Source: an optimization exercise on an open RTL-to-GDS flow (aim: small area, a short achievable clock period and few clock cycles). Production flows keep margins and buffers that such runs may drop. The RTL was checked by simulation tests, not by an equivalence proof against the original design. Power is estimated from default activity; no workload was simulated.

`config.mk`:
```
export PLATFORM = sky130hd
export DESIGN_NAME = subxor
export DESIGN_NICKNAME = subxor
export VERILOG_FILES = /design/flow/design.v
export SDC_FILE = /design/flow/constraint.sdc
export NUM_CORES = 4
export LEC_CHECK = 0
export CAP_MARGIN = 20
export CORE_MARGIN = 2
export CORE_UTILIZATION = 25
export PLACE_DENSITY = 0.45
export SLEW_MARGIN = 20
```
`constraint.sdc`:
```
create_clock -name core_clock -period 12.0 [get_ports {clk}]
set_input_delay 2.4000 -clock core_clock [delete_from_list [all_inputs] [get_ports {clk}]]
set_output_delay 2.4000 -clock core_clock [all_outputs]
set_load 0.01 [all_outputs]
```
`design.v`:
```
module subxor (
    input  wire        clk,
    input  wire        rst,
    input  wire        cmd_valid,
    input  wire [63:0] cmd_word,
    output wire        cmd_ready,
    input  wire [7:0]  reg_idx,
    output reg  [63:0] reg_data,
    input  wire        pop,
    output wire [21:0] out_word,
    output wire        busy
);
    localparam LMAX = 8;
    localparam TMAX = 16;
    localparam OQD  = 16;
    localparam PH_LOAD = 2'd0, PH_RUN = 2'd1, PH_DONE = 2'd2, PH_ERROR = 2'd3;
    localparam E_MALFORMED  = 8'd1,  E_EMPTY_IV  = 8'd2,  E_NON_UTF8   = 8'd3,
               E_AMBIGUOUS  = 8'd4,  E_RESULT_NS = 8'd5,  E_INPUT_NS   = 8'd6,
               E_ILLEGAL    = 8'd7,  E_SEQUENCE  = 8'd8,  E_TABLE_FULL = 8'd9,
               E_IV_LONG    = 8'd10;
    localparam S_IDLE = 2'd0, S_PROC = 2'd1, S_PUSH = 2'd2, S_DCHK = 2'd3;
    function scalar;
        input [20:0] c;
        begin
            scalar = (c <= 21'h10FFFF) && !((c >= 21'h00D800) && (c <= 21'h00DFFF));
        end
    endfunction
    reg [1:0]  phase;
    reg        mode;
    reg        run_ok;
    reg [20:0] iv    [0:LMAX-1];
    reg [3:0]  ivlen;
    reg [20:0] tkey  [0:TMAX-1];
    reg [20:0] tval  [0:TMAX-1];
    reg [4:0]  tcount;
    reg [20:0] blk   [0:LMAX-1];    
    reg [3:0]  bfill;
    reg [20:0] fb    [0:LMAX-1];
    reg [20:0] oq    [0:OQD-1];
    reg [3:0]  oq_rd;
    reg [3:0]  oq_wr;
    reg [4:0]  oq_cnt;
    reg [63:0] nin, nblk, nout;
    reg [3:0]  npad;
    reg [7:0]  err;
    reg [63:0] errcmd;
    reg [20:0] errval;
    reg [31:0] errpos;
    reg [1:0]  st;
    reg [3:0]  lane;
    reg        is_end;        
    reg [63:0] cur_cmd;       
    reg [20:0] tmp   [0:LMAX-1];
    reg [4:0]  chk;           
    reg        dup_found;
    reg [20:0] dup_min;
    assign busy      = (st != S_IDLE);
    assign cmd_ready = (st == S_IDLE);
    wire        oq_empty = (oq_cnt == 5'd0);
    assign out_word  = oq_empty ? 22'd0 : {1'b1, oq[oq_rd]};
    wire        pop_fire = pop && !oq_empty;
    wire [63:0] w     = cmd_word;
    wire [3:0]  op    = w[63:60];
    wire [20:0] ca    = w[20:0];
    wire [20:0] cb    = w[41:21];
    wire        fire  = cmd_valid && cmd_ready;
    reg wf;
    always @(*) begin
        case (op)
            4'h0, 4'h1, 4'h6, 4'h7: wf = (w[59:0] == 60'd0);
            4'h2:                   wf = (w[55:42] == 14'd0);
            4'h3, 4'h5:             wf = (w[59:21] == 39'd0);
            4'h4:                   wf = (w[59:57] == 3'd0) && (w[55:0] == 56'd0);
            default:                wf = 1'b0;
        endcase
    end
    reg       key_hit;
    reg [3:0] key_idx;
    integer   k;
    always @(*) begin
        key_hit = 1'b0;
        key_idx = 4'd0;
        for (k = 0; k < TMAX; k = k + 1)
            if ((k < tcount) && (tkey[k] == ca) && !key_hit) begin
                key_hit = 1'b1;
                key_idx = k[3:0];
            end
    end
    wire [20:0] lane_in = (is_end && (lane >= bfill)) ? 21'd0 : blk[lane[2:0]];
    wire [20:0] lane_fb = fb[lane[2:0]];
    wire [20:0] enc_x = lane_fb ^ lane_in;
    reg  [20:0] enc_out;
    always @(*) begin
        enc_out = enc_x;
        for (k = 0; k < TMAX; k = k + 1)
            if ((k < tcount) && (tkey[k] == enc_x))
                enc_out = tval[k];
    end
    reg [20:0] dec_u;
    always @(*) begin
        dec_u = lane_in;
        for (k = 0; k < TMAX; k = k + 1)
            if ((k < tcount) && (tval[k] == lane_in))
                dec_u = tkey[k];
    end
    wire [20:0] dec_x = lane_fb ^ dec_u;
    wire [20:0] lane_x   = mode ? dec_x : enc_x;
    wire [20:0] lane_out = mode ? dec_x : enc_out;
    reg chk_dup;
    always @(*) begin
        chk_dup = 1'b0;
        for (k = 0; k < TMAX; k = k + 1)
            if ((k < tcount) && (k != chk) && (tval[k] == tval[chk[3:0]]))
                chk_dup = 1'b1;
    end
    wire [3:0] blen = ivlen;    
    integer i;
    task clear_state;
        begin
            phase   <= PH_LOAD;
            mode    <= 1'b0;
            run_ok  <= 1'b0;
            ivlen   <= 4'd0;
            tcount  <= 5'd0;
            bfill   <= 4'd0;
            oq_rd   <= 4'd0;
            oq_wr   <= 4'd0;
            oq_cnt  <= 5'd0;
            nin     <= 64'd0;
            nblk    <= 64'd0;
            nout    <= 64'd0;
            npad    <= 4'd0;
            err     <= 8'd0;
            errcmd  <= 64'd0;
            errval  <= 21'd0;
            errpos  <= 32'd0;
            st      <= S_IDLE;
            lane    <= 4'd0;
            is_end  <= 1'b0;
        end
    endtask
    task raise;
        input [7:0]  code;
        input [63:0] word;
        input [20:0] val;
        input [31:0] pos;
        begin
            phase  <= PH_ERROR;
            err    <= code;
            errcmd <= word;
            errval <= val;
            errpos <= pos;
        end
    endtask
    always @(posedge clk) begin
        if (rst) begin
            clear_state;
        end else begin
            if (pop_fire)
                oq_rd <= oq_rd + 4'd1;
            oq_cnt <= oq_cnt - {4'd0, pop_fire};
            case (st)
            S_IDLE: if (fire) begin
                cur_cmd <= w;
                if (phase == PH_ERROR) begin
                    if (w == 64'h1000000000000000)
                        clear_state;
                end else if (!wf) begin
                    raise(E_ILLEGAL, w, 21'd0, 32'd0);
                end else if (op == 4'h0) begin
                end else if (op == 4'h1) begin
                    clear_state;
                end else if ((op == 4'h2 || op == 4'h3 || op == 4'h4) && phase != PH_LOAD) begin
                    raise(E_SEQUENCE, w, {19'd0, phase}, 32'd0);
                end else if ((op == 4'h5 || op == 4'h6 || op == 4'h7) && phase != PH_RUN) begin
                    raise(E_SEQUENCE, w, {19'd0, phase}, 32'd0);
                end else begin
                    case (op)
                    4'h2: begin  
                        if (w[59:58] != 2'd2 || !w[57] || !w[56])
                            raise(E_MALFORMED, w, {17'd0, w[59:56]}, 32'd0);
                        else if (!scalar(ca))
                            raise(E_INPUT_NS, w, ca, 32'd0);
                        else if (!scalar(cb))
                            raise(E_INPUT_NS, w, cb, 32'd1);
                        else if (key_hit)
                            tval[key_idx] <= cb;
                        else if (tcount == TMAX)
                            raise(E_TABLE_FULL, w, ca, 32'd0);
                        else begin
                            tkey[tcount[3:0]] <= ca;
                            tval[tcount[3:0]] <= cb;
                            tcount <= tcount + 5'd1;
                        end
                    end
                    4'h3: begin  
                        if (!scalar(ca))
                            raise(E_INPUT_NS, w, ca, {28'd0, ivlen});
                        else if (ivlen == LMAX)
                            raise(E_IV_LONG, w, ca, {28'd0, ivlen});
                        else begin
                            iv[ivlen[2:0]] <= ca;
                            ivlen <= ivlen + 4'd1;
                        end
                    end
                    4'h4: begin  
                        if (ivlen == 4'd0)
                            raise(E_EMPTY_IV, w, 21'd0, 32'd0);
                        else if (w[56] && tcount != 5'd0) begin
                            st        <= S_DCHK;
                            chk       <= 5'd0;
                            dup_found <= 1'b0;
                            dup_min   <= 21'd0;
                        end else begin
                            mode  <= w[56];
                            for (i = 0; i < LMAX; i = i + 1)
                                fb[i] <= iv[i];
                            bfill <= 4'd0;
                            phase <= PH_RUN;
                        end
                    end
                    4'h5: begin  
                        if (!scalar(ca))
                            raise(E_INPUT_NS, w, ca, {28'd0, bfill});
                        else begin
                            blk[bfill[2:0]] <= ca;
                            if (bfill + 4'd1 < blen) begin
                                bfill <= bfill + 4'd1;
                                nin   <= nin + 64'd1;
                            end else begin
                                st     <= S_PROC;
                                lane   <= 4'd0;
                                is_end <= 1'b0;
                            end
                        end
                    end
                    4'h6: begin  
                        raise(E_NON_UTF8, w, 21'd0, nin[31:0]);
                    end
                    4'h7: begin  
                        if (bfill != 4'd0) begin
                            st     <= S_PROC;
                            lane   <= 4'd0;
                            is_end <= 1'b1;
                        end else begin
                            phase  <= PH_DONE;
                            run_ok <= 1'b1;
                        end
                    end
                    default: ;
                    endcase
                end
            end
            S_DCHK: begin
                if (chk_dup && (!dup_found || tval[chk[3:0]] < dup_min)) begin
                    dup_found <= 1'b1;
                    dup_min   <= tval[chk[3:0]];
                end
                if (chk + 5'd1 == tcount) begin
                    st <= S_IDLE;
                    if (chk_dup && (!dup_found || tval[chk[3:0]] < dup_min))
                        raise(E_AMBIGUOUS, cur_cmd, tval[chk[3:0]], 32'd0);
                    else if (dup_found)
                        raise(E_AMBIGUOUS, cur_cmd, dup_min, 32'd0);
                    else begin
                        mode  <= 1'b1;
                        for (i = 0; i < LMAX; i = i + 1)
                            fb[i] <= iv[i];
                        bfill <= 4'd0;
                        phase <= PH_RUN;
                    end
                end else begin
                    chk <= chk + 5'd1;
                end
            end
            S_PROC: begin
                if (!scalar(lane_x)) begin
                    raise(E_RESULT_NS, cur_cmd, lane_x, {28'd0, lane});
                    st <= S_IDLE;
                end else begin
                    tmp[lane[2:0]] <= lane_out;
                    if (lane + 4'd1 == blen) begin
                        st   <= S_PUSH;
                        lane <= 4'd0;
                        for (i = 0; i < LMAX; i = i + 1) begin
                            if (mode)
                                fb[i] <= (is_end && (i >= bfill)) ? 21'd0 : blk[i];
                            else if (i == lane)
                                fb[i] <= lane_out;
                            else
                                fb[i] <= tmp[i];
                        end
                        nblk <= nblk + 64'd1;
                        nout <= nout + {60'd0, blen};
                        if (is_end) begin
                            npad   <= blen - bfill;
                            bfill  <= 4'd0;
                            phase  <= PH_DONE;
                            run_ok <= 1'b1;
                        end else begin
                            bfill <= 4'd0;
                            nin   <= nin + 64'd1;
                        end
                    end else begin
                        lane <= lane + 4'd1;
                    end
                end
            end
            S_PUSH: begin
                if (oq_cnt != OQD || pop_fire) begin
                    oq[oq_wr]  <= tmp[lane[2:0]];
                    oq_wr      <= oq_wr + 4'd1;
                    oq_cnt     <= oq_cnt + 5'd1 - {4'd0, pop_fire};
                    if (lane + 4'd1 == blen)
                        st <= S_IDLE;
                    else
                        lane <= lane + 4'd1;
                end
            end
            default: st <= S_IDLE;
            endcase
        end
    end
    always @(*) begin
        case (reg_idx)
            8'h00: reg_data = {48'd0, err, 4'd0, run_ok, mode, phase};
            8'h01: reg_data = {60'd0, ivlen};
            8'h02: reg_data = {59'd0, tcount};
            8'h03: reg_data = {60'd0, bfill};
            8'h04: reg_data = nin;
            8'h05: reg_data = nblk;
            8'h06: reg_data = nout;
            8'h07: reg_data = {60'd0, npad};
            8'h08: reg_data = errcmd;
            8'h09: reg_data = {errpos, 11'd0, errval};
            8'h0A: reg_data = {32'd16, 32'd8};
            8'h0B: reg_data = {59'd0, oq_cnt};
            default: reg_data = 64'd0;
        endcase
    end
endmodule
```
`run.sh`:
```
#!/bin/bash
# synth_recipe.tcl (not shown) runs the flow's synth.tcl, then flattens the netlist and writes it again
# the make line also repeats each setting of config.mk as NAME=value (left out here)
make -C /OpenROAD-flow-scripts/flow DESIGN_CONFIG=/design/flow/config.mk WORK_HOME=/design/flow/orfs CLKGATE_MAP_FILE= SYNTH_SCRIPT=/design/flow/synth_recipe.tcl finish
```
==> reports/summary.txt <==
Final ANT Viol Nets = 0
Finish-stage setup viols = 0
CP arrival = 11.26 ns
WL final = 733000 µm
Relative slew slack = 5.02%
Met1 Use GR = 37.5%
Sequential cell area = 60400 µm²
RSZ-0062 raised after global routing = no
Final Worst Setup Slack = 1.42 ns
CP most frequent cell = a21oi_1
Clk slew on worst S/H paths = 0.06 ns
IO Count = 164
Hold Fails Final Rpt = 0
Req. time, crit path = 12.68 ns
Largest fanout on the critical path = 38
Maximum vdd ir drop = 0.149 mV
Bufs and invs on worst path = 4
CTS root buffer = clkbuf_16
Gr usage total = 28.6%
PortBufs = 163
Final net count = 11300
Max Fclk = 94.5 MHz
Type of the worst setup path = flip-flop to flip-flop
Crit path capture type = flip-flop
Placed cell count = 17400
Starting Density = 25.1%
Area grow syn2layout = 16.5%
Largest buffer count on any clock path = 4
CTS tree = built
GRT overflow = 0
Slowest CP cell = a2111oi_0
Most common cell after layout, fill and taps aside = edfxtp_1
Hold WC Path Type = flip-flop to flip-flop
MaxCap Viol Count = 0
Post-synth EDFFs = 1771
Global placement routability congestion = 1.10
Slew @ Worst Pin = 1.42 ns
Postcts setup bufs = 0
Synth Cell Area = 121000 µm²
Cts hold-fix bufs = 0
GR Util met3 = 8.04%
First-pass DRT Iterations = 7
Nature of the critical path startpoint = flip-flop
Crit-path cells = buf_12 -> mux2i_1 -> a22oi_1 -> nand2_1 -> buf_4 -> a21oi_1 -> or3_1 -> a2111o_1 -> nor4b_2 -> buf_4 -> mux2i_1 -> a2111oi_0 -> o21ai_0 -> a21oi_1 -> o21ai_0 -> nand3_1 -> nand2_1 -> xor2_1 -> a21oi_1 -> buf_4 -> nand3_1 -> a21oi_1
Global-route wire length before repair = 954000 µm
Synth Warn # = 2
Clock Latency Late Sink = 1.06 ns
Vias/cell = 6.03
Commonest cells after routing, fill and taps aside = edfxtp_1, xnor2_1, nor2_1
CTS buffer count = 242
Final max-slew violation count = 0
Leakage power total = 45.1 nW
H-tree levels = 4
Cell count after synthesis = 11000
Async SR Flop Fraction = 0%
Outcome = no timing/DRC/antenna violations
Resized Gates After CTS = 0
Tmin final = 10.58 ns
CTS Sinks = 2132
Cell Count, Final, Fillers Out = 17900
Syn avg cell area = 11.0 µm²
Part of the cycle the worst path needs = 88.2%
Vias = 108000
# DRC = 0
Dpl ws = 2.04 ns
Main synth FF type = edfxtp_1
Fillers = 49900
Die area = 491000 µm²
Drt initial violations = 17300
Site row count = 255
Die Width = 701 µm
Overall Power = 17.1 mW
Area of the multi-input gates = 57700 µm²
Height of the chip = 701 µm
Yosys reg bits = 2132
CP max stage delay = 1.00 ns
Vias in the first global route = 98800
Largest net degree at the start of global routing = 170
Register area share after synthesis = 49.8%
Initial antenna violation count = 76
Final core utilization = 29.3%
Grt met2 use = 41.6%
Layout cells sized above 1 = 14.0%
Average wire per standard cell = 41.1 µm
Delay-heaviest family, CP = compound AO/OA/AOI/OAI gates
Layer with the highest usage = met2
Post-synth cell types = 124
Syn Nets = 11100
DP Wirelength = 540000 µm
Core area = 483000 µm²
Cell Pwr Density = 121 nW/µm²
Worst Skew = 0.149 ns
Setup TNS = 0 ns
## report_power, final
group          leakage, nW  internal, mW  switching, mW
logic                 22.4         0.567          0.870
registers             18.9          8.03         0.0533
clock network         3.78          4.24           3.33
## sequential cells by signal, indices dropped and copies added, names as in the netlist, 168 cells and up, named ones only
register  cells
tval        336
tkey        336
fb          168
oq          336
blk         168
iv          168
tmp         168
## kinds of logic after synthesis
logic type	count (synthesis)	share of synthesized area [%]
XOR/XNOR	1115	8.96
buffers and inverters	1038	3.54
AND/OR/NAND/NOR	3339	14.5
adder cells (fa/ha/maj)	78	0.816
multiplexers	545	7.28
flip-flops	2132	49.8
AO/OA/AOI/OAI	2739	15.1
## cell usage after synthesis (152+ instances only)
cell type | instances | share of area [%]
edfxtp_1 | 1771 | 44
xnor2_1 | 755 | 5.4
nor3_1 | 233 | 0.96
and3_1 | 152 | 0.78
mux2i_1 | 197 | 1.6
xor2_1 | 279 | 2.0
or3_1 | 152 | 0.78
nand3_1 | 288 | 1.2
nor4_1 | 214 | 1.1
o21ai_0 | 602 | 2.5
a21oi_1 | 624 | 2.6
a211oi_1 | 197 | 1.2
a22oi_1 | 167 | 1.0
nor2_1 | 790 | 2.4
nand4_1 | 308 | 1.6
dfxtp_1 | 361 | 6.0
clkbuf_1 | 546 | 1.7
mux4_2 | 261 | 4.8
inv_1 | 224 | 0.69
nand2_1 | 545 | 1.7
## metal layers
| layer | up-vias | share of wire (%) |
|---|---|---|
| li1 | 43100 | - |
| met5 | - | 0.031 |
| met2 | 7485 | 42 |
| met3 | 1844 | 11 |
| met4 | 28 | 7.5 |
| met1 | 55200 | 40 |
## per-stage QoR
step	instance area (µm²)	hold slack (ns)
after detailed placement	133000	0.455
after global placement	133000	0.453
final	141000	0.427
after global routing	141000	0.446
after CTS	141000	0.425
after floorplan	121000	0.436
## final timing paths
| check | from | to | slack (ns) | cells after the start |
|---|---|---|---|---|
| worst min register to register | iv[5][19] | fb[5][19] | 0.43 | 1 |
| worst max-delay path | flip-flop | fb[7][1] | 1.42 | 22 |
| worst min-delay path | iv[5][19] | fb[5][19] | 0.43 | 1 |
| worst max register to register | flip-flop | fb[7][1] | 1.42 | 22 |
## area by class of cell
| type | count | share of cell area [%] |
|---|---|---|
| Sequential cell | 2132 | 42.7 |
| Antenna cell | 34 | 0.0601 |
| Multi-Input combinational cell | 7816 | 40.8 |
| Clock inverter | 143 | 1.00 |
| Timing Repair Buffer | 766 | 4.58 |
| Clock buffer | 304 | 4.50 |
| Tap cell | 6425 | 5.68 |
| Inverter | 230 | 0.614 |
Testbench counts, summed over its fixed seeds: cycles 31,143.

[afterwards: timing with drivers on the ports]
In the flow no input, the clock included, has a driving cell. The finished layout below was timed again as built, in two steps. Step 1 assumes that a clkbuf_16 drives the clock port and a buf_2 every other input. Step 2 times the ports against the registers' clock, not the clock port: input delays grow and output delays shrink by t, the midpoint of the rising clock arrivals with the driver on. a / b / c = no drivers / after step 1 / after step 2; a / b = the first two.
t, ns: 1.105
slack for setup (ns): 1.420 / 1.420 / 1.420
hold WS [ns]: 0.427 / 0.427 / 0.427
pins driven straight from the clock port: 1
After both steps this run still meets setup and hold. The setup slack of this run moves by 0.000 ns with the drivers and by 0.000 ns with both steps.
